Source: an optimization exercise on an open RTL-to-GDS flow (aim: small area, a short achievable clock period and few clock cycles per item). Production flows keep margins and buffers that such runs may drop. The RTL was checked by simulation tests, not by an equivalence proof against the original design. Power figures rest on the tool's default switching activity, not on a simulated workload.

==> design/flow/design.v <==
module brl_codec (
    input  wire        clk,
    input  wire        rst,         
    input  wire        cmd_valid,
    output wire        cmd_ready,
    input  wire [15:0] cmd,
    output reg         resp_valid,
    output reg  [15:0] resp,
    output wire        out_valid,
    input  wire        out_ready,
    output wire [7:0]  out_data,
    output wire        done,
    output wire        err
);
    localparam [1:0] PH_IDLE  = 2'd0;
    localparam [1:0] PH_RUN   = 2'd1;
    localparam [1:0] PH_FAULT = 2'd2;
    localparam [2:0] E_NONE = 3'd0;
    localparam [2:0] E_LEN  = 3'd1;
    localparam [2:0] E_ILL  = 3'd2;
    localparam [2:0] E_SEQ  = 3'd3;
    function [7:0] rev8;
        input [7:0] b;
        integer k;
        begin
            for (k = 0; k < 8; k = k + 1)
                rev8[k] = b[7-k];
        end
    endfunction
    function [5:0] slot_oh;
        input       or_;
        input [2:0] i;
        begin
            case (i)
                3'd0:    slot_oh = or_ ? 6'b100000 : 6'b000001;
                3'd1:    slot_oh = or_ ? 6'b010000 : 6'b000010;
                3'd2:    slot_oh = or_ ? 6'b001000 : 6'b000100;
                3'd3:    slot_oh = or_ ? 6'b000100 : 6'b001000;
                3'd4:    slot_oh = or_ ? 6'b000010 : 6'b010000;
                3'd5:    slot_oh = or_ ? 6'b000001 : 6'b100000;
                default: slot_oh = 6'b000000;
            endcase
        end
    endfunction
    function [7:0] pick;
        input [5:0]  sel;
        input [47:0] v;
        integer s;
        begin
            pick = 8'h00;
            for (s = 0; s < 6; s = s + 1)
                pick = pick | (v[8*s +: 8] & {8{sel[s]}});
        end
    endfunction
    reg [1:0] ph;
    reg       dir;
    reg       inv;
    reg       done_r;
    reg [2:0] err_r;
    reg [2:0] wp;
    reg [5:0] ln;
    reg [47:0] sl;           
    reg       o;             
    reg       c_rd;          
    reg       c_mir;
    reg       c_rst;
    reg       c_start;
    reg       c_push;
    reg       c_eol;
    reg       c_end;
    reg       c_resv;
    reg [7:0] c_imm;
    reg       e_act;         
    reg [2:0] e_k;           
    reg       e_o;           
    reg       e_inv;         
    reg       e_n8;          
    reg       pend;          
    reg       fill;          
    reg       fill_end;      
    reg       blk;           
    reg       rdy;           
    reg       ov_r;
    reg [7:0] od_r;
    assign cmd_ready = rdy;
    assign out_valid = ov_r;
    assign out_data  = od_r;
    assign done      = done_r;
    assign err       = ph[1];    
    wire [3:0] op  = cmd[15:12];
    wire       zok = (cmd[11:8] == 4'd0);
    wire [7:0] imm = cmd[7:0];
    wire       imm0  = (imm == 8'h00);
    wire       rd_ok = (imm[7:2] == 6'd0) || (imm[7:3] == 5'b00010 && imm[2:1] != 2'b11);
    wire d_rd    = zok && (((op == 4'h6) && rd_ok) || ((op == 4'h0) && imm0));
    wire d_mir   = zok && (op == 4'h7);
    wire d_rst   = zok && (op == 4'h5) && imm0;
    wire d_start = zok && (op == 4'h1) && (imm[7:2] == 6'd0);
    wire d_push  = zok && (op == 4'h2);
    wire d_eol   = zok && (op == 4'h3) && imm0;
    wire d_end   = zok && (op == 4'h4) && imm0;
    wire op0345  = (op == 4'h0) || (op == 4'h3) || (op == 4'h4) || (op == 4'h5);
    wire d_resv  = !zok || op[3] || (op0345 && !imm0) ||
                   ((op == 4'h1) && (imm[7:2] != 6'd0)) || ((op == 4'h6) && !rd_ok);
    wire ph_idle = (ph == PH_IDLE);
    wire ph_run  = (ph == PH_RUN);
    wire ph_flt  = ph[1];
    wire ln32    = ln[5];                  
    wire wp6     = wp[2] & wp[1];          
    wire wp5     = wp[2] & wp[0];          
    wire go      = rdy;
    wire any_c   = c_rd | c_mir | c_rst | c_start | c_push | c_eol | c_end | c_resv;
    wire wp0     = (wp == 3'd0);
    wire e_ill   = c_resv;
    wire e_seq   = (c_start & !ph_idle) | ((c_push | c_end | c_eol) & !ph_run) |
                   (c_eol & !dir);
    wire e_len   = (c_push & !dir & ln32) | (c_end & !dir & !(ln32 & wp0));
    wire x_rst   = go & c_rst;
    wire x_err   = go & !ph_flt & (e_ill | e_seq | e_len);
    wire x_start = go & c_start & ph_idle;
    wire x_write = go & c_push & ph_run & !ln32 & !wp6;             
    wire x_pushc = x_write & !dir & wp5;                            
    wire x_eol   = go & c_eol & ph_run & dir & !ln32;
    wire x_eolc  = x_eol & wp6;                                     
    wire x_endb  = go & c_end & ph_run & dir & !ln32;               
    wire x_enddn = go & c_end & ph_run & ln32 & (dir | wp0);        
    wire f_step  = fill & !pend & !blk;
    wire f_write = f_step & !wp6;
    wire f_comp6 = f_step & wp6;                                    
    wire f_compw = f_write & wp5;
    wire f_last  = fill_end & (ln == 6'd31);
    wire wr      = x_write | f_write;
    wire [7:0] wdata = fill ? 8'h00 : c_imm;
    wire comp_w  = x_pushc | f_compw;             
    wire comp_s  = x_eolc | f_comp6;              
    wire comp    = comp_w | comp_s;
    wire f_done  = (f_compw | f_comp6) & (!fill_end | f_last);
    wire f_wpinc = f_write & !wp5;
    reg [1:0] n_ph;
    reg       n_dir, n_inv, n_done, n_o;
    reg [2:0] n_err, n_wp;
    reg [5:0] n_ln;
    always @(*) begin
        n_ph = ph; n_dir = dir; n_inv = inv; n_done = done_r; n_err = err_r;
        n_wp = wp; n_ln = ln; n_o = o;
        if (x_rst) begin
            n_ph = PH_IDLE; n_dir = 1'b0; n_inv = 1'b0; n_done = 1'b0;
            n_err = E_NONE; n_wp = 3'd0; n_ln = 6'd0;
        end else if (x_err) begin
            n_ph = PH_FAULT; n_done = 1'b0;
            n_err = e_ill ? E_ILL : e_seq ? E_SEQ : E_LEN;
        end else if (x_start) begin
            n_ph = PH_RUN; n_dir = c_imm[0]; n_inv = c_imm[1]; n_done = 1'b0;
            n_wp = 3'd0; n_ln = 6'd0;
        end else if (x_enddn || (f_done && fill_end)) begin
            n_ph = PH_IDLE; n_done = 1'b1;
        end
        if (comp) begin
            n_wp = 3'd0; n_ln = ln + 6'd1; n_o = ~o;
        end else if ((x_write && !x_pushc) || f_wpinc) begin
            n_wp = wp + 3'd1;
        end
    end
    function [7:0] lbv;
        input [2:0] i;
        begin
            lbv = (i < wp) ? pick(slot_oh(o, i), sl) : 8'h00;
        end
    endfunction
    wire [8:0] ocnt = dir ? ({1'b0, ln, 2'b00} + {2'b00, ln, 1'b0}) : {ln, 3'b000};
    reg [8:0] rd_val;
    always @(*) begin
        if (c_imm[4])
            rd_val = {1'b0, lbv(c_imm[2:0])};
        else case (c_imm[1:0])
            2'd0:    rd_val = {1'b0, err_r, inv, dir, done_r, ph};
            2'd1:    rd_val = {3'd0, ln};
            2'd2:    rd_val = {6'd0, wp};
            default: rd_val = ocnt;
        endcase
    end
    wire       n_rv   = (go & any_c & !x_endb) | (f_done & fill_end);
    wire [8:0] n_resp = (!fill && c_mir) ? {1'b0, rev8(c_imm)} :
                        (!fill && c_rd)  ? rd_val :
                        {1'b0, n_err, n_inv, n_dir, n_done, n_ph};
    wire [7:0] f_raw  = pick(slot_oh(~e_o, e_k), sl);       
    wire       f_pm   = ~e_inv & ~(e_k[2] & e_k[1]);
    wire [7:0] f_byte = rev8(f_raw) ^ {8{f_pm}};
    wire ld_ok  = !ov_r || out_ready;
    wire e_last = e_n8 ? (e_k == 3'd7) : (e_k == 3'd5);
    wire e_fin  = e_act && ld_ok && e_last;
    wire e_free = !e_act || e_fin;
    wire dstart = comp_s && !e_act;
    wire ld     = (e_act || dstart) && ld_ok;
    reg       n_e_act, n_e_o, n_e_inv, n_e_n8, n_pend;
    reg [2:0] n_e_k;
    always @(*) begin
        n_e_act = e_act; n_e_k = e_k; n_e_o = e_o; n_e_inv = e_inv;
        n_e_n8 = e_n8; n_pend = pend;
        if (e_fin) begin
            n_e_act = 1'b0; n_e_k = 3'd0;
        end
        if (!e_act || e_fin) begin
            n_e_o = n_o; n_e_inv = n_inv;
        end else if (ld) begin
            n_e_k = e_k + 3'd1;
        end
        if (pend && e_free) begin
            n_e_act = 1'b1; n_e_k = 3'd0;
            n_e_o = ~o; n_e_inv = inv; n_e_n8 = ~dir;
            n_pend = 1'b0;
        end else if (comp && e_free) begin
            n_e_act = 1'b1;
            n_e_k = (dstart && ld_ok) ? 3'd1 : 3'd0;
            n_e_o = o; n_e_inv = inv; n_e_n8 = ~dir;
        end else if (comp) begin
            n_pend = 1'b1;
        end
    end
    wire n_fill = (fill & !f_done) | (x_eol & !wp6) | x_endb;
    wire n_fill_end = x_endb | (fill_end & !f_done);
    wire e_start = (pend || comp) && e_free;
    wire eq1     = (e_k == wp + 3'd1) && !(e_k[2] & e_k[1]);    
    wire psh     = (x_write && !x_pushc) || f_wpinc;
    wire n_blk   = e_start ? !(dstart && ld_ok) :
                   (e_act && !ld && !x_rst && !x_start && (blk || (eq1 && psh)));
    wire n_rdy = !(n_pend || n_fill || n_blk);
    always @(posedge clk) begin
        if (rst) begin
            ph <= PH_IDLE; dir <= 1'b0; inv <= 1'b0; done_r <= 1'b0;
            err_r <= E_NONE; wp <= 3'd0; ln <= 6'd0; o <= 1'b0;
            c_rd <= 1'b0; c_mir <= 1'b0; c_rst <= 1'b0; c_start <= 1'b0;
            c_push <= 1'b0; c_eol <= 1'b0; c_end <= 1'b0; c_resv <= 1'b0;
            e_act <= 1'b0; e_k <= 3'd0; e_o <= 1'b0;
            e_inv <= 1'b0; e_n8 <= 1'b0; pend <= 1'b0;
            fill <= 1'b0; fill_end <= 1'b0; blk <= 1'b0; rdy <= 1'b1;
            ov_r <= 1'b0;
            resp_valid <= 1'b0;
        end else begin
            ph <= n_ph; dir <= n_dir; inv <= n_inv; done_r <= n_done;
            err_r <= n_err; wp <= n_wp; ln <= n_ln; o <= n_o;
            if (rdy) begin
                c_rd    <= cmd_valid && d_rd;
                c_mir   <= cmd_valid && d_mir;
                c_rst   <= cmd_valid && d_rst;
                c_start <= cmd_valid && d_start;
                c_push  <= cmd_valid && d_push;
                c_eol   <= cmd_valid && d_eol;
                c_end   <= cmd_valid && d_end;
                c_resv  <= cmd_valid && d_resv;
            end
            e_act <= n_e_act; e_k <= n_e_k; e_o <= n_e_o;
            e_inv <= n_e_inv; e_n8 <= n_e_n8; pend <= n_pend;
            fill <= n_fill; fill_end <= n_fill_end; blk <= n_blk; rdy <= n_rdy;
            ov_r <= ld || (ov_r && !out_ready);
            resp_valid <= n_rv;
        end
    end
    wire [5:0] wsel = slot_oh(o, wp) & {6{wr}};
    integer s;
    always @(posedge clk) begin
        if (rdy)
            c_imm <= imm;
        for (s = 0; s < 6; s = s + 1)
            if (wsel[s])
                sl[8*s +: 8] <= wdata;
        if (!(ov_r && !out_ready))
            od_r <= f_byte;
        resp <= {7'd0, n_resp};
    end
endmodule
==> design/flow/flow/run.sh <==
#!/bin/bash
# Layout flow: the standard flow (standard.sh, ORFS), except that the
# port buffers are sky130_fd_sc_hd__buf_4 instead of the default delay-cell
# buffer. Every input and output port still gets its own buffer.
set -euo pipefail
export BUFFER_PORTS_ARGS="-buffer_cell sky130_fd_sc_hd__buf_4"
bash standard.sh finish > standard.log 2>&1
==> design/flow/standard.sh <==
#!/bin/bash
# synth_recipe.tcl (not shown) runs the flow's synth.tcl, then flattens the netlist and writes it again
# the make line also repeats each setting of config.mk as NAME=value (left out here)
make -C /OpenROAD-flow-scripts/flow DESIGN_CONFIG=/design/flow/config.mk WORK_HOME=/design/flow/orfs CLKGATE_MAP_FILE= SYNTH_SCRIPT=/design/flow/synth_recipe.tcl "${@:-finish}"
==> design/flow/config.mk <==
export PLATFORM = sky130hd
export DESIGN_NAME = brl_codec
export DESIGN_NICKNAME = brl_codec
export VERILOG_FILES = /design/flow/design.v
export SDC_FILE = /design/flow/constraint.sdc
export NUM_CORES = 4
export LEC_CHECK = 0
export ABC_AREA = 1
export CAP_MARGIN = 20
export CORE_MARGIN = 2
export CORE_UTILIZATION = 60
export CTS_BUF_LIST = sky130_fd_sc_hd__clkbuf_4
export SETUP_SLACK_MARGIN = 2.1
export SLEW_MARGIN = 20
==> design/flow/constraint.sdc <==
create_clock -name core_clock -period 4.0 [get_ports {clk}]
set_input_delay 0.8000 -clock core_clock [delete_from_list [all_inputs] [get_ports {clk}]]
set_output_delay 0.8000 -clock core_clock [all_outputs]
set_load 0.01 [all_outputs]
==> flow_summary.ini, run 1 <==
[status]
outcome = complete, no violations

[synth]
synth.ff_latch_count = 113
yosysMostFrequentCell = nand2_1
avgSynthCellArea_um2 = 7.62
yosysWarnings = 1
synth_top_area_share_pct = 29.5
synthTopCellsByCount = nand2_1, nand3_1, inv_1, nor2_1, edfxtp_1
ys.flop_type = edfxtp_1
synth_top_area_cell = edfxtp_1
synthTopCellsByArea = edfxtp_1, dfxtp_1, nand2_1
synth_cells = 856
synthDistinctLibCells = 42
synth-edff-count = 64
synthArstFlopShare_pct = 0
ys_seq_area_share_pct = 44.5
syn-cell-area_mm2 = 0.00652

[pwr]
seqPwrFrac_pct = 53.5
netSwitchingFraction_pct = 23.5
p_comb_share_pct = 5.9
power.switching_mw = 0.541
leakagePower_nw = 3.48
p_per_area_mw_per_mm2 = 288
ir_drop_mv = 0.304
p_int_mw = 1.76
power_frac_clock_pct = 40.6

[sta]
maxSlewHeadroom_pct = 51.5
timing.setup.tns_ps = 0
drv_slew = 0
hold_viol = 0
tightest_slew_ps = 724
setup-violations-final = 0
fmax_mhz = 514
post-route-period-util_pct = 48.7
layout_min_cycle_time_ps = 1950
fin_skew_ps = 25.7
rsz0062_at_grt = true

[critical_path]
cp.depth = 10
arrival_ps = 2390
path_cells = ha_4, buf_4, ha_1, or2_1, nand4_4, nand2_4, inv_4, nand2_2, or2_0, a21oi_1
crit_buf_inv = 2
required_ps = 4440
worstSetupStartpointType = flop
endpoint_kind = flop
critPathSlowestCell = dfxtp_4
path_max_fanout = 5
reg2reg_depth = 10
critical_path_class = flop to flop
crit_family = simple AND/OR/NAND/NOR gates
cpPeakStageDelay_ps = 390

[floorplan]
die_area_mm2 = 0.0117
fp.dieW_um = 108
boundaryPins = 49
initial_utilization_pct = 60.9
fp.dieH_um = 108
core_mm2 = 0.0107
rows = 38

[layout]
multi_input_area_mm2 = 0.00345
ff_latch_area_mm2 = 0.00296
drive_above_1_share_pct = 24.4
final_nets = 976
n_fill_cell = 814
syn2layout_area_growth_pct = 22.5
stdcell_count = 1086
antenna_cells = 0

[global_route]
grt_use_total_pct = 33.9
grt_pass1_wl_um = 29900
grt_pass1_vias = 5904
grt_max_degree = 25
antenna_found_initial = 0
grt-ovfl-total = 0

[cts]
cts_htree_levels = 4
clk_pin_slew_worst_paths_ps = 110
numCtsBuffers = 17
root_buffer = clkbuf_4
holdBufCountCts = 0
cts_tree = done
worstSkewPairLatency_ps = 520
cts_num_sinks = 113
cts_buffer_depth = 2

[hold_path]
whs_path_depth = 2
hold_class = flop to flop

[placed_design]
hpwl_um = 14100
numPortBuffers = 41
gp_congestion = 1.08
dp.cells = 1021

[flow_run]
cap_violations = 0

[detailed_routing]
wl_um = 19700
antenna_left = 0
drc = 0
avgRoutedWirePerCell_um = 18.2
drt-vias-per-instance = 5.90
drtIter0Drc = 568
vias = 6408
dr.pass1.iters = 6
==> worst reg2reg max path: cells and delay by family (launching register included) <==
family | cells | cell delay [ps]
compound gates | 1 | 160
fa+ha+maj | 2 | 340
buf+inv | 2 | 220
flops | 1 | 390
simple gates | 5 | 750
==> power by group through the flow <==
stage	clock, mW	combinational, mW	sequential (mW)
floorplan	0	0.0796	1.27
global placement	0	0.119	1.27
detailed placement	0	0.120	1.27
CTS	0.930	0.129	1.24
global route	0.981	0.149	1.23
finish	0.934	0.136	1.23
==> what timing repair did <==
item                                   in CTS  in global routing
endpoints found under the hold margin       0                  0
buffers inserted                           23                 11
setup endpoints to repair                  81                 87
pin swaps                                  23                 30
resized for setup                          52                 75
==> cells in the final DEF (no fill, tap or decap), drive strengths merged, types with 9 or more instances in the layout <==
| cell | netlist | layout |
|---|---|---|
| nand2 | 266 | 266 |
| clkbuf | 7 | 18 |
| o21ai | 33 | 33 |
| nand3 | 116 | 116 |
| xor2 | 9 | 9 |
| edfxtp | 64 | 64 |
| ha | 21 | 21 |
| inv | 100 | 98 |
| nand4 | 13 | 13 |
| nor2 | 85 | 85 |
| nor3 | 11 | 11 |
| a21oi | 43 | 43 |
| buf | 15 | 75 |
| dfxtp | 49 | 49 |
==> area by class of cell <==
class                           instances  area share (%)
Multi-Input combinational cell        627            43.2
Sequential cell                       113            37.0
Timing Repair Buffer                   75            8.73
Inverter                              100            4.98
Tap cell                              140            2.19
Clock inverter                         13            2.12
Clock buffer                           18            1.69
==> registers in the layout (all words and copies together), names as in the netlist, 2 cells and up <==
signal  cells
resp        9
ph          2
od_r        8
ln          6
sl         48
wp          3
e_k         3
c_imm       8
err_r       3
==> cells by family (layout without fill, tap and decap cells) <==
logic type | count (synthesis) | count (layout) | synth area share [%]
simple gates | 497 | 497 | 34.1
flops | 113 | 113 | 44.5
fa+ha+maj | 22 | 22 | 4.34
buf+inv | 122 | 206 | 7.89
xor+xnor | 12 | 12 | 1.61
other cells | 1 | 7 | 0.0575
compound gates | 89 | 89 | 7.52
==> final timing paths <==
check | from | end | slack [ps]
hold / removal | c_end | c_end | 480
hold reg to reg | c_end | c_end | 480
setup / recovery | e_k[1] | e_k[2] | 2050
setup reg to reg | e_k[1] | e_k[2] | 2050
==> per-layer routing <==
| layer | GRT usage, % | part of all wire (%) |
|---|---|---|
| met5 | 0 | 0 |
| met4 | 17.9 | 5.8 |
| met3 | 7.47 | 7.5 |
| met2 | 58.8 | 50 |
| met1 | 39.3 | 36 |
==> through the flow <==
stage | setup slack (ps) | utilization, % | hold slack, ps | power [mW] | instance area (um^2)
after floorplan | 2130 | - | 444 | 1.35 | 6620
after global placement | 1700 | 65.2 | 459 | 1.39 | 6970
after detailed placement | 1610 | 65.2 | 468 | 1.39 | 6970
after CTS | 2070 | 71.6 | 445 | 2.29 | 7660
after global routing | 2020 | 74.6 | 446 | 2.36 | 7980
final | 2050 | 74.6 | 475 | 2.30 | 7980
Testbench counts, summed over its fixed seeds: cycles 8,800, frames 32.
==> run 2: changes to the inputs <==
--- a/design/flow/config.mk
+++ b/design/flow/config.mk
@@ -11,3 +11,3 @@
 export CORE_UTILIZATION = 60
-export CTS_BUF_LIST = sky130_fd_sc_hd__clkbuf_4
+export CTS_BUF_LIST = sky130_fd_sc_hd__clkbuf_8
 export SETUP_SLACK_MARGIN = 2.1
==> run 2 against run 1 <==
Compared with the run above: critical path depth fell by 8; hold slack got worse by 4.9 ps; die area did not move; maximum frequency rose by 4.2%; first-iteration DRC count rose by 9.0%; synthesized area did not move; core utilization rose by 0.43 points; clock-buffer cell count fell by 1; total power rose by 8.6%; critical path type is now flop to primary output; combinational power barely moved; sequential power barely moved.
==> flow_summary.ini, run 2 <==
[status]
outcome = complete, no violations

[synth]
yosysMostFrequentCell = nand2_1
synthDistinctLibCells = 42
synth-edff-count = 64
yosysWarnings = 1
synth_top_area_cell = edfxtp_1
synthTopCellsByArea = edfxtp_1, dfxtp_1, nand2_1
synthTopCellsByCount = nand2_1, nand3_1, inv_1, nor2_1, edfxtp_1
ys.flop_type = edfxtp_1
ys_seq_area_share_pct = 44.5
synth.ff_latch_count = 113
syn-cell-area_mm2 = 0.00652
avgSynthCellArea_um2 = 7.62
synth_top_area_share_pct = 29.5
synthArstFlopShare_pct = 0
synth_cells = 856

[sta]
setup-violations-final = 0
hold_viol = 0
drv_slew = 0
tightest_slew_ps = 736
whs_ps = 470
fmax_mhz = 535
post-route-period-util_pct = 46.7
rsz0062_at_grt = true
maxSlewHeadroom_pct = 50.8
timing.setup.tns_ps = 0
fin_skew_ps = 10.3
layout_min_cycle_time_ps = 1870

[global_route]
grt_pass1_vias = 5938
grt_max_degree = 25
antenna_found_initial = 0
grt_use_total_pct = 33.9
grt-ovfl-total = 0
grt_pass1_wl_um = 29900

[detailed_routing]
met1_length_um = 7230
wl_um = 19500
dr.pass1.iters = 7
wl_met2_um = 9700
antenna_left = 0
drtIter0Drc = 619
vias = 6331
avgRoutedWirePerCell_um = 17.9
routed.top_layer = met4
drt-vias-per-instance = 5.82
drc = 0
met3WireLength_um = 1460

[layout]
layout_common_cells = nand2_1, nand3_1, inv_1
top_regs = sl: 48 flops, resp: 9 flops
antenna_cells = 0
n_fill_cell = 786
final_common_cell = nand2_1
final_nets = 977
final_core_util_pct = 75.1
fin_area_mm2 = 0.00803
largest_reg_flops = 48
drive_above_1_share_pct = 23.8
syn2layout_area_growth_pct = 23.2
top_register = sl

[critical_path]
arrival_ps = 1070
crit_top_cell = buf_4
endpoint_kind = primary output
critPathSlowestCell = dfxtp_4
worstSetupStartpointType = flop
required_ps = 3200
path_cells = buf_4, buf_4
path_max_fanout = 4
critical_path_class = flop to primary output
cpPeakStageDelay_ps = 370

[cts]
cts_tree = done
cts_num_sinks = 113
cts_buffer_depth = 2
clk_pin_slew_worst_paths_ps = 70
holdBufCountCts = 0
cts_htree_levels = 4
root_buffer = clkbuf_8
worstSkewPairLatency_ps = 430
numCtsBuffers = 17

[placed_design]
place_area_mm2 = 0.00697
gp_congestion = 1.08
numPortBuffers = 41
hpwl_um = 14100

[pwr]
p_per_area_mw_per_mm2 = 311
ir_drop_mv = 0.271
leakagePower_nw = 3.55

[floorplan]
die_area_mm2 = 0.0117
core_mm2 = 0.0107
fp.dieW_um = 108
fp.dieH_um = 108
rows = 38
initial_utilization_pct = 60.9
boundaryPins = 49

[hold_path]
hold_class = flop to flop

[flow_run]
cap_violations = 0
==> run 2: cell counts after synthesis <==
No cell type changed its count.
==> run 2: final cells by class <==
cell class | instances | area (um^2) | area share, %
repair buffers | 76 | 674 | 8.40
flip-flops and latches | 113 | 2950 | 36.8
well taps | 140 | 175 | 2.18
clock buffers | 17 | 234 | 2.91
clock inverters | 14 | 173 | 2.15
inverters | 100 | 398 | 4.95
multi-input cells | 627 | 3420 | 42.6
==> run 2: timing repair <==
action	in CTS	in global routing
gates resized for setup	50	57
endpoints found under the setup margin	78	87
pin swaps	23	22
buffers inserted	21	14
==> run 2: path summary, 6_finish.rpt <==
path	startpoint	end	slack, ps	depth (start not counted)
max	rdy	cmd_ready	2130	2
min	c_end	c_end	470	2
max reg2reg	e_k[0]	od_r[0]	2130	10
min reg2reg	c_end	c_end	470	2
==> run 2: worst max-delay path, delay by kind of cell (launching register included) <==
kind | cells | cell delay (ps)
flops | 1 | 370
buf+inv | 2 | 270
==> run 2: layer usage <==
metal	up-vias	global-route usage, %
met5	-	0
met1	2933	38.4
met3	77	6.99
met4	0	20.6
met2	356	58.8
li1	2965	-
==> run 2: cell families (layout without fill, tap and decap cells) <==
group	count (synthesis)	count (layout)	synth area share, %
AND/OR/NAND/NOR	497	497	34.1
adder cells (fa/ha/maj)	22	22	4.34
other	1	7	0.0575
XOR/XNOR	12	12	1.61
buffers and inverters	122	207	7.89
flip-flops	113	113	44.5
AO/OA/AOI/OAI	89	89	7.52
==> run 2: per-stage QoR <==
stage	power, mW	worst slack [ps]	std cells
6_report	2.50	2130	1087
5_1_grt	2.57	2080	1087
4_1_cts	2.50	2100	1073
3_5_place_dp	1.39	1610	1021
3_3_place_gp	1.39	1700	1021
2_1_floorplan	1.35	2130	862
==> run 2: power by group <==
part           total, mW  internal, mW  switching, mW
Combinational      0.138        0.0483         0.0900
Sequential          1.24          1.23        0.00743
Clock               1.13         0.662          0.466
Total               2.50          1.94          0.564
==> run 3: changes to the inputs <==
--- a/design/flow/design.v
+++ b/design/flow/design.v
@@ -75,3 +75,2 @@
     reg       e_o;           
-    reg       e_inv;         
     reg       e_n8;          
@@ -132,3 +131,3 @@
     wire wr      = x_write | f_write;
-    wire [7:0] wdata = fill ? 8'h00 : c_imm;
+    wire [7:0] wdata = (fill ? 8'h00 : c_imm) ^ {8{~inv}};
     wire comp_w  = x_pushc | f_compw;             
@@ -166,3 +165,3 @@
         begin
-            lbv = (i < wp) ? pick(slot_oh(o, i), sl) : 8'h00;
+            lbv = (i < wp) ? (pick(slot_oh(o, i), sl) ^ {8{~inv}}) : 8'h00;
         end
@@ -185,5 +184,3 @@
                         {1'b0, n_err, n_inv, n_dir, n_done, n_ph};
-    wire [7:0] f_raw  = pick(slot_oh(~e_o, e_k), sl);       
-    wire       f_pm   = ~e_inv & ~(e_k[2] & e_k[1]);
-    wire [7:0] f_byte = rev8(f_raw) ^ {8{f_pm}};
+    wire [7:0] f_byte = rev8(pick(slot_oh(~e_o, e_k), sl));  
     wire ld_ok  = !ov_r || out_ready;
@@ -194,6 +191,6 @@
     wire ld     = (e_act || dstart) && ld_ok;
-    reg       n_e_act, n_e_o, n_e_inv, n_e_n8, n_pend;
+    reg       n_e_act, n_e_o, n_e_n8, n_pend;
     reg [2:0] n_e_k;
     always @(*) begin
-        n_e_act = e_act; n_e_k = e_k; n_e_o = e_o; n_e_inv = e_inv;
+        n_e_act = e_act; n_e_k = e_k; n_e_o = e_o;
         n_e_n8 = e_n8; n_pend = pend;
@@ -203,3 +200,3 @@
         if (!e_act || e_fin) begin
-            n_e_o = n_o; n_e_inv = n_inv;
+            n_e_o = n_o;
         end else if (ld) begin
@@ -209,3 +206,3 @@
             n_e_act = 1'b1; n_e_k = 3'd0;
-            n_e_o = ~o; n_e_inv = inv; n_e_n8 = ~dir;
+            n_e_o = ~o; n_e_n8 = ~dir;
             n_pend = 1'b0;
@@ -214,3 +211,3 @@
             n_e_k = (dstart && ld_ok) ? 3'd1 : 3'd0;
-            n_e_o = o; n_e_inv = inv; n_e_n8 = ~dir;
+            n_e_o = o; n_e_n8 = ~dir;
         end else if (comp) begin
@@ -234,3 +231,3 @@
             e_act <= 1'b0; e_k <= 3'd0; e_o <= 1'b0;
-            e_inv <= 1'b0; e_n8 <= 1'b0; pend <= 1'b0;
+            e_n8 <= 1'b0; pend <= 1'b0;
             fill <= 1'b0; fill_end <= 1'b0; blk <= 1'b0; rdy <= 1'b1;
@@ -252,3 +249,3 @@
             e_act <= n_e_act; e_k <= n_e_k; e_o <= n_e_o;
-            e_inv <= n_e_inv; e_n8 <= n_e_n8; pend <= n_pend;
+            e_n8 <= n_e_n8; pend <= n_pend;
             fill <= n_fill; fill_end <= n_fill_end; blk <= n_blk; rdy <= n_rdy;
==> run 3 against run 2 <==
Compared with the run above: still clean; hold slack gained 6.7 ps; routed wire length grew 6.0%; core utilization shrank 1.2 points; register-to-register slack lost 40 ps; sequential cell count shrank 1; clock-buffer cell count shrank 8; first-iteration DRC count shrank 2.9%; clock power shrank 46%; die area grew 0.95%; sequential power is essentially flat; synthesized area grew 1.0%; critical endpoint is now resp[2]; largest power group unchanged.
==> flow_summary.ini, run 3 <==
[status]
outcome = complete, no violations

[sta]
maxSlewHeadroom_pct = 31.8
rsz0062_at_grt = true
drv_slew = 0
hold_viol = 0
fmax_mhz = 524
fin_skew_ps = 11.5
timing.setup.tns_ps = 0
setup-violations-final = 0
post-route-period-util_pct = 47.7
tightest_slew_ps = 1020
layout_min_cycle_time_ps = 1910

[synth]
synthArstFlopShare_pct = 0
yosysWarnings = 1
ys.flop_type = edfxtp_1
synthTopCellsByCount = nand2_1, inv_1, nand3_1, nor2_1, edfxtp_1
yosysMostFrequentCell = nand2_1
synth_top_area_cell = edfxtp_1
synth-edff-count = 64
synthTopCellsByArea = edfxtp_1, dfxtp_1, nand2_1
synth.ff_latch_count = 112
syn-cell-area_mm2 = 0.00659
avgSynthCellArea_um2 = 7.77
ys_seq_area_share_pct = 43.8
synth_cells = 847
synth_top_area_share_pct = 29.2
synthDistinctLibCells = 49

[critical_path]
path_max_fanout = 8
required_ps = 4320
critical_path_class = flop to flop
arrival_ps = 2230
worstSetupStartpointType = flop
endpoint_kind = flop

[global_route]
antenna_found_initial = 0
grt_max_degree = 28
grt-ovfl-total = 0
grt_pass1_wl_um = 31400
grt_pass1_vias = 6010
grt_use_total_pct = 35.3

[cts]
numCtsBuffers = 9
clk_pin_slew_worst_paths_ps = 100
worstSkewPairLatency_ps = 380
root_buffer = clkbuf_8
holdBufCountCts = 0
cts_num_sinks = 112
cts_tree = done
cts_htree_levels = 3
cts_buffer_depth = 2

[detailed_routing]
drtIter0Drc = 601
antenna_left = 0
avgRoutedWirePerCell_um = 19.3
dr.pass1.iters = 5
drc = 0
vias = 6399
wl_um = 20600
drt-vias-per-instance = 5.98

[layout]
final_common_cell = nand2_1
top_regs = sl: 48 flops, resp: 9 flops
n_fill_cell = 777
layout_common_cells = nand2_1, inv_1, nand3_1
multi_input_area_mm2 = 0.00356
antenna_cells = 0
syn2layout_area_growth_pct = 21.1
drive_above_1_share_pct = 26.6
ff_latch_area_mm2 = 0.00294
final_core_util_pct = 73.9
top_register = sl
final_nets = 967
largest_reg_flops = 48

[pwr]
ir_drop_mv = 0.226
power_mw = 2.00
leakagePower_nw = 3.44
p_per_area_mw_per_mm2 = 251

[floorplan]
rows = 38
die_area_mm2 = 0.0118
fp.dieH_um = 109
fp.dieW_um = 109
initial_utilization_pct = 61.0
boundaryPins = 49
core_mm2 = 0.0108

[hold_path]
hold_class = flop to flop

[flow_run]
cap_violations = 0

[placed_design]
gp_congestion = 0.990
hpwl_um = 15000
numPortBuffers = 41
[run 3: cell count changes after synthesis, sizes merged, moves of 5 or more]
cell,before,now
nand2,266,221
nor3,11,16
o21ai,33,44
nand3,116,101
o221ai,0,7
a21oi,43,57
inv,100,109
[run 3: routing by layer]
metal / track usage, % / vias to the layer above / part of all wire, %
met1: 41.5 / 2950 / 36
met4: 19.0 / 0 / 6.9
li1: - / 2961 / -
met5: 0 / - / 0
met2: 61.4 / 386 / 49
met3: 6.10 / 102 / 7.5
[run 3: worst max-delay path, cell delays in order (launching register included)]
cell,delay [ps]
edfxtp_1,370
buf_4,180
ha_1,280
o21ai_1,140
nand2_2,110
a211oi_4,240
buf_4,190
nand3_1,130
nand2_1,80
nand2_1,50
nand2_1,70
[run 3: cell type report]
| class | instances | share of cell area (%) |
|---|---|---|
| clock buffer | 9 | 1.55 |
| inverter | 110 | 5.45 |
| timing repair buffer | 86 | 8.73 |
| tap | 140 | 2.20 |
| sequential | 112 | 36.9 |
| multi-input combinational | 606 | 44.7 |
| clock inverter | 7 | 0.518 |
[run 3: power breakdown]
part / internal [mW] / leakage [nW] / total (mW) / switching, mW
Sequential: 1.22 / 1.00 / 1.22 / 0.00644
Combinational: 0.0598 / 2.35 / 0.172 / 0.112
Clock: 0.222 / 0.0892 / 0.609 / 0.387
Total: 1.50 / 3.44 / 2.00 / 0.506
[run 3: cell families (layout without fill, tap and decap cells)]
kind of cell / count (synthesis) / count (layout) / synth area share (%)
other: 1 / 7 / 0.0569
buffers and inverters: 135 / 212 / 9.01
AOI/OAI and AO/OA: 131 / 131 / 11.6
DFF: 112 / 112 / 43.8
adders and majority gates: 22 / 22 / 4.29
xor gates and xnor gates: 12 / 12 / 1.60
and+or+nand+nor: 434 / 434 / 29.7
[run 3: what timing repair did]
item                                    4_1_cts  5_1_grt
cloned                                        0        0
endpoints found under the setup margin       87       75
pin swaps                                     6       31
setup buffers                                23       22
resized for setup                            51       95
[run 3: path summary, 6_finish.rpt]
path | start | slack, ps | endpoint | cells past startpoint
hold / removal | c_resv | 480 | c_resv | 2
setup / recovery | c_imm[1] | 2090 | resp[2] | 10
hold reg to reg | c_resv | 480 | c_resv | 2
setup reg to reg | c_imm[1] | 2090 | resp[2] | 10
[run 3: stage by stage]
step	instances	hold slack, ps	setup slack, ps	cell area, um^2
finish	1070	477	2090	7970
floorplan	853	445	1950	6630
CTS	1048	481	2090	7470
detailed placement	1009	464	1620	6940
global placement	1009	458	1700	6940
global route	1070	498	1980	7970
Testbench counts of run 3, summed over its fixed seeds: cycles 8,800, frames 32.
==> run 4: changes to the inputs <==
==> design/flow/flow/run.sh (replaced) <==
#!/bin/bash
# Layout flow: the standard flow (standard.sh, ORFS), except that the
# port buffers are sky130_fd_sc_hd__buf_2 instead of the default delay-cell
# buffer. Every input and output port still gets its own buffer.
set -euo pipefail
export BUFFER_PORTS_ARGS="-buffer_cell sky130_fd_sc_hd__buf_2"
bash standard.sh finish > standard.log 2>&1
==> run 4 against run 3 <==
Compared with the run above: still clean; non-clock buffer count shrank 7; routed wire length shrank 5.5%; synthesized area is the same; register-to-register slack lost 99 ps; largest cell class unchanged; largest power group unchanged.
==> flow_summary.ini, run 4 <==
[layout]
drive_above_1_share_pct = 23.4
stdcell_count = 1063
largest_reg_flops = 48
final_common_cell = nand2_1
fin_area_mm2 = 0.00778
top_regs = sl: 48 flops, resp: 9 flops
top_register = sl
syn2layout_area_growth_pct = 18.1
final_nets = 960
antenna_cells = 0
n_fill_cell = 812
layout_common_cells = nand2_1, inv_1, nand3_1

[critical_path]
required_ps = 4280
reg2reg_from = c_imm[1]
ff2ff_setup_slack_ps = 1990
endpoint_kind = flop
worstSetupStartpointType = flop
critical_path_class = flop to flop
reg2reg_depth = 12
reg2reg_to = resp[0]
path_max_fanout = 8
arrival_ps = 2290

[placed_design]
gp_congestion = 1.00
dp.cells = 1009
hpwl_um = 13900
numPortBuffers = 41
place_area_mm2 = 0.00684

[cts]
cts_htree_levels = 3
cts_buffer_depth = 2
numCtsBuffers = 9
holdBufCountCts = 0
clk_pin_slew_worst_paths_ps = 100
root_buffer = clkbuf_8
worstSkewPairLatency_ps = 390
cts_tree = done
cts_num_sinks = 112

[global_route]
grt-ovfl-total = 0
grt_use_total_pct = 32.7
antenna_found_initial = 0
grt_max_degree = 28
grt_pass1_vias = 5851
grt_pass1_wl_um = 29500

[synth]
synthTopCellsByCount = nand2_1, inv_1, nand3_1, nor2_1, edfxtp_1
synthArstFlopShare_pct = 0
synth_top_area_cell = edfxtp_1
yosysMostFrequentCell = nand2_1
synth.ff_latch_count = 112
ys.flop_type = edfxtp_1
synthDistinctLibCells = 49
ys_seq_area_share_pct = 43.8
synth-edff-count = 64
avgSynthCellArea_um2 = 7.77
yosysWarnings = 1
synthTopCellsByArea = edfxtp_1, dfxtp_1, nand2_1
synth_top_area_share_pct = 29.2
syn-cell-area_mm2 = 0.00659
synth_cells = 847

[sta]
fmax_mhz = 498
tightest_slew_ps = 1030
rsz0062_at_grt = true
hold_viol = 0
timing.setup.tns_ps = 0
setup-violations-final = 0
layout_min_cycle_time_ps = 2010
maxSlewHeadroom_pct = 31.0
fin_skew_ps = 18.4
drv_slew = 0
post-route-period-util_pct = 50.2

[hold_path]
whs_path_depth = 2
hold_class = flop to flop
hold_start = c_resv
hold_end = c_resv

[floorplan]
initial_utilization_pct = 61.0
core_mm2 = 0.0108
fp.dieW_um = 109
fp.dieH_um = 109
boundaryPins = 49
die_area_mm2 = 0.0118
rows = 38

[pwr]
p_per_area_mw_per_mm2 = 269
ir_drop_mv = 0.209
leakagePower_nw = 3.39

[flow_run]
cap_violations = 0

[detailed_routing]
drt-vias-per-instance = 5.88
avgRoutedWirePerCell_um = 18.3
drtIter0Drc = 585
wl_um = 19500
drc = 0
dr.pass1.iters = 6
vias = 6247
antenna_left = 0

[status]
outcome = complete, no violations
[run 4: what timing repair did]
action / in CTS / in global routing
setup buffers: 22 / 16
endpoints found under the setup margin: 83 / 68
gates resized for setup: 49 / 75
pin swaps: 12 / 24
hold endpoints to repair: 0 / 0
[run 4: how the worst max path moves through the flow]
stage | slack, ps | from | depth (start not counted) | endpoint
4_1_cts | 2100 | c_imm[0] | 13 | resp[3]
2_1_floorplan | 1950 | rdy | 7 | sl[10]
6_report | 1990 | c_imm[1] | 12 | resp[0]
5_1_grt | 1910 | c_imm[1] | 12 | resp[0]
3_5_place_dp | 1580 | rdy | 6 | sl[44]
3_3_place_gp | 1610 | rdy | 6 | sl[45]
[run 4: logic make-up (layout without fill, tap and decap cells)]
| group | count (synthesis) | in the layout | synth area share (%) |
|---|---|---|---|
| simple gates | 434 | 434 | 29.7 |
| flops | 112 | 112 | 43.8 |
| xor+xnor | 12 | 12 | 1.60 |
| fa+ha+maj | 22 | 22 | 4.29 |
| other cells | 1 | 7 | 0.0569 |
| compound gates | 131 | 131 | 11.6 |
| buf+inv | 135 | 205 | 9.01 |
[run 4: worst max-delay path, cell delays in order, from the launching register on]
cell	delay (ps)
edfxtp_1	540
nor2_4	320
nand2_4	120
nand2_4	100
nand2_4	110
o21ai_1	150
nor2_1	60
nand2_1	100
nand2_1	90
nand3_2	110
nand2_1	80
nand2_1	70
nand2_1	60
[run 4: layout make-up]
class,count,area [um^2],area share (%)
Timing Repair Buffer,79,559,7.19
Multi-Input combinational cell,606,3480,44.8
Clock buffer,11,151,1.95
Clock inverter,5,50.0,0.643
Sequential cell,112,2930,37.6
Tap cell,140,175,2.25
Inverter,110,432,5.55
[run 4: power breakdown]
part / internal, mW / total [mW] / switching [mW]
combinational: 0.0536 / 0.164 / 0.110
sequential: 1.22 / 1.22 / 0.00740
clock: 0.319 / 0.702 / 0.382
total: 1.59 / 2.09 / 0.500
[run 4: per-stage QoR]
step                      setup slack, ps  hold slack (ps)  total power, mW  util, %
after CTS                            2100              483             2.06     68.5
after global placement               1610              460             1.39     63.3
final                                1990              482             2.09     72.1
after floorplan                      1950              445             1.35        -
after global routing                 1910              509             2.14     72.1
after detailed placement             1580              470             1.39     63.3
[run 4: layer usage]
metal | up-vias | part of all wire, % | GRT usage (%)
met2 | 320 | 51 | 57.5
met3 | 72 | 7.0 | 5.62
met5 | - | 0 | 0
met4 | 0 | 4.1 | 14.2
li1 | 2959 | - | -
met1 | 2896 | 38 | 39.5
==> run 5: changes to the inputs <==
--- a/design/flow/design.v
+++ b/design/flow/design.v
@@ -162,8 +162,6 @@
     end
-    function [7:0] lbv;
-        input [2:0] i;
-        begin
-            lbv = (i < wp) ? (pick(slot_oh(o, i), sl) ^ {8{~inv}}) : 8'h00;
-        end
-    endfunction
+    wire       rd_lb = go & c_rd & c_imm[4];
+    wire       rd_in = (c_imm[2:0] < wp);
+    wire [5:0] msel  = rd_lb ? slot_oh(o, c_imm[2:0]) : slot_oh(~e_o, e_k);
+    wire [7:0] raw   = pick(msel, sl);
     wire [8:0] ocnt = dir ? ({1'b0, ln, 2'b00} + {2'b00, ln, 1'b0}) : {ln, 3'b000};
@@ -172,3 +170,3 @@
         if (c_imm[4])
-            rd_val = {1'b0, lbv(c_imm[2:0])};
+            rd_val = {1'b0, (raw ^ {8{~inv}}) & {8{rd_in}}};
         else case (c_imm[1:0])
@@ -184,9 +182,9 @@
                         {1'b0, n_err, n_inv, n_dir, n_done, n_ph};
-    wire [7:0] f_byte = rev8(pick(slot_oh(~e_o, e_k), sl));  
+    wire [7:0] f_byte = rev8(raw);                           
     wire ld_ok  = !ov_r || out_ready;
     wire e_last = e_n8 ? (e_k == 3'd7) : (e_k == 3'd5);
-    wire e_fin  = e_act && ld_ok && e_last;
+    wire e_fin  = e_act && !rd_lb && ld_ok && e_last;
     wire e_free = !e_act || e_fin;
     wire dstart = comp_s && !e_act;
-    wire ld     = (e_act || dstart) && ld_ok;
+    wire ld     = ((e_act && !rd_lb) || dstart) && ld_ok;
     reg       n_e_act, n_e_o, n_e_n8, n_pend;
==> run 5 against run 4 <==
Compared with the run above: clock-buffer cell count decreased by 2; critical path type unchanged; highest routed layer unchanged; routed wire length increased by 4.3%; critical endpoint is now resp[7]; design area increased by 3.7%; sequential cell count unchanged; first-iteration DRC count increased by 9.2%; largest cell class unchanged; still clean; combinational power decreased by about 20%; global-route usage increased by 0.20 points; clock power increased by 11%; non-clock buffer count increased by 33.
==> flow_summary.ini, run 5 <==
[status]
outcome = complete, no violations

[critical_path]
required_ps = 4320
crit_top_cell = nand3_1
reg2reg_from = e_o
reg2reg_depth = 11
crit_buf_inv = 1
ff2ff_setup_slack_ps = 1890
critPathSlowestCell = dfxtp_1
path_cells = inv_2, nand3_1, nand3_1, nand2_8, nor2_2, nor2_2, nand3_1, nand3_1, nand3_1, nand2_1, nand2_1
cpPeakStageDelay_ps = 570
worstSetupStartpointType = flop
crit_family = simple AND/OR/NAND/NOR gates
arrival_ps = 2430
endpoint_kind = flop
critical_path_class = flop to flop
path_max_fanout = 8
reg2reg_to = resp[7]

[layout]
largest_reg_flops = 48
antenna_cells = 0
top_register = sl
final_common_cell = nand2_1
layout_common_cells = nand2_1, nand3_1, inv_1
final_nets = 921
top_regs = sl: 48 flops, resp: 9 flops
drive_above_1_share_pct = 33.5
syn2layout_area_growth_pct = 31.2

[cts]
worstSkewPairLatency_ps = 410
numCtsBuffers = 9
cts_htree_levels = 3
clk_pin_slew_worst_paths_ps = 120
root_buffer = clkbuf_8
cts_num_sinks = 112
holdBufCountCts = 0
cts_tree = done
cts_buffer_depth = 2

[detailed_routing]
drc = 0
drt-vias-per-instance = 6.12
wl_um = 20300
vias = 6224
dr.pass1.iters = 6
drtIter0Drc = 639
avgRoutedWirePerCell_um = 20.0
antenna_left = 0

[pwr]
power_mw = 2.14
p_comb_share_pct = 6.2
p_per_area_mw_per_mm2 = 265
seqPwrFrac_pct = 57.3
power_frac_clock_pct = 36.5
netSwitchingFraction_pct = 24.1
power.switching_mw = 0.515
p_int_mw = 1.62
ir_drop_mv = 0.265
leakagePower_nw = 3.36

[sta]
rsz0062_at_grt = true
fin_skew_ps = 21.0
hold_viol = 0
fmax_mhz = 474
maxSlewHeadroom_pct = 46.5
layout_min_cycle_time_ps = 2110
post-route-period-util_pct = 52.7
setup-violations-final = 0
drv_slew = 0
timing.setup.tns_ps = 0
tightest_slew_ps = 801

[synth]
ys_seq_area_share_pct = 46.9
muxShareOfSynthArea_pct = 0
synth_top_family_by_area = simple AND/OR/NAND/NOR gates
synth-simple-area-share_pct = 28.6
synthAdderAreaFrac_pct = 4.60
synth.ff_latch_count = 112
synthTopCellsByCount = nand2_1, nand3_1, nor2_1, inv_1, edfxtp_1
synth_top_area_share_pct = 31.3
synth_top_area_cell = edfxtp_1
synth-xor-area-share_pct = 1.99
syn-cell-area_mm2 = 0.00615
synthArstFlopShare_pct = 0
avgSynthCellArea_um2 = 7.92
synthDistinctLibCells = 46
yosysMostFrequentCell = nand2_1
synthTopCellsByArea = edfxtp_1, dfxtp_1, nand2_1
yosysWarnings = 1
synth-edff-count = 64
ys.flop_type = edfxtp_1
synth-compound-area-share_pct = 9.91
synth_cells = 776

[placed_design]
gp_congestion = 0.960
hpwl_um = 12200
numPortBuffers = 41

[flow_run]
cap_violations = 0

[hold_path]
hold_end = c_rst
hold_start = c_rst
whs_path_depth = 2
hold_class = flop to flop

[floorplan]
core_mm2 = 0.00986
fp.dieH_um = 105
fp.dieW_um = 105
die_area_mm2 = 0.0111
initial_utilization_pct = 62.3
rows = 36
boundaryPins = 49

[global_route]
grt_pass1_wl_um = 28100
grt_use_total_pct = 32.9
grt_max_degree = 29
grt_pass1_vias = 5575
grt-ovfl-total = 0
antenna_found_initial = 0
## run 5: per-layer routing
| metal | wire [um] | share of wire [%] | GRT usage (%) | vias to the layer above |
|---|---|---|---|---|
| met5 | 0 | 0 | 0 | - |
| met4 | 1320 | 6.5 | 17.3 | 0 |
| met3 | 1950 | 9.6 | 7.05 | 124 |
| met2 | 9980 | 49 | 55.4 | 491 |
| met1 | 7090 | 35 | 39.5 | 2832 |
| li1 | - | - | - | 2777 |
## run 5: cells by family (layout without fill, tap and decap cells)
family	Yosys count	count (layout)
AND/OR/NAND/NOR	403	404
buffers and inverters	117	218
flip-flops	112	112
AO/OA/AOI/OAI	107	107
adder cells (fa/ha/maj)	22	22
XOR/XNOR	14	14
other	1	7
## run 5: through the flow
step / hold WS (ps) / instance area [um^2] / utilization (%) / worst slack (ps) / cells
3_3_place_gp: 460 / 6430 / 65.1 / 1560 / 929
5_1_grt: 515 / 8070 / 81.8 / 1760 / 1017
2_1_floorplan: 440 / 6200 / - / 2120 / 782
3_5_place_dp: 462 / 6430 / 65.1 / 1550 / 929
4_1_cts: 480 / 7320 / 74.2 / 2040 / 983
6_report: 494 / 8070 / 81.8 / 1890 / 1017
## run 5: worst max-delay path by stage
| stage | from | endpoint | slack [ps] | cells after the start |
|---|---|---|---|---|
| floorplan | rdy | sl[0] | 2120 | 5 |
| global placement | wp[0] | resp[1] | 1560 | 13 |
| detailed placement | wp[0] | resp[1] | 1550 | 13 |
| CTS | ln[0] | resp[6] | 2040 | 12 |
| global route | c_imm[1] | resp[7] | 1760 | 13 |
| finish | e_o | resp[7] | 1890 | 11 |
## run 5: power groups by stage
stage               logic (mW)  clock network [mW]  registers, mW
finish                   0.132               0.781           1.23
global route             0.141               0.826           1.23
CTS                      0.115               0.775           1.23
detailed placement      0.0912                   0           1.26
global placement        0.0888                   0           1.26
floorplan               0.0612                   0           1.26
## run 5: layout make-up
type | instances | area [um^2]
clock buffer | 9 | 124
clock inverter | 7 | 108
fill | 610 | 1800
inverter | 90 | 373
multi-input combinational | 554 | 3510
sequential | 112 | 2930
tap | 133 | 166
timing repair buffer | 112 | 850
## run 5: repair_timing
action,CTS,global route
setup endpoints to repair,91,82
gates resized for setup,91,125
gates cloned,0,1
buffers inserted,38,32
pin swaps,26,58
## run 5: worst reg2reg max path: stages (launching register included)
cell     delay (ps)
dfxtp_1         570
inv_2           130
nand3_1         110
nand3_1         280
nand2_8         260
nor2_2           60
nor2_2          140
nand3_1         120
nand3_1         140
nand3_1          80
nand2_1          90
nand2_1          50
Testbench counts of run 5, summed over its fixed seeds: cycles 8,800, frames 32.

-- separate check: timing with driven ports --
How much do the figures lean on ideal ports? The routed layouts below were timed once more, with nothing changed but the port constraints. Step 1: set_driving_cell puts a clkbuf_16 on clk and a buf_2 on each other input, an assumption about the parent block. Step 2, shift: input delay + t, output delay - t, t = (earliest + latest rising clock arrival at the registers) / 2. This alone moves slack from input paths to output paths. a / b / c = ideal / step 1 / step 2; a / b = the first two.
run	shift t [ns]	slack for setup (ns)	worst register clock-pin slew, ns	worst slew at a driven data input, ns	pins driven straight from the clock port
run 1	0.538	2.053 / 2.053 / 1.865	0.11 / 0.11	0.04	1
run 2	0.461	2.131 / 2.096 / 1.870	0.07 / 0.07	0.04	1
run 3	0.408	2.092 / 2.073 / 1.860	0.11 / 0.11	0.04	1
run 4	0.413	1.993 / 1.993 / 1.901	0.11 / 0.11	0.04	1
run 5	0.434	1.892 / 1.892 / 1.877	0.12 / 0.12	0.03	1
After both steps setup and hold are still met in every run listed. For run 2, which loses most, drivers alone change the setup slack by -0.035 ns; drivers and shift together by -0.261 ns.
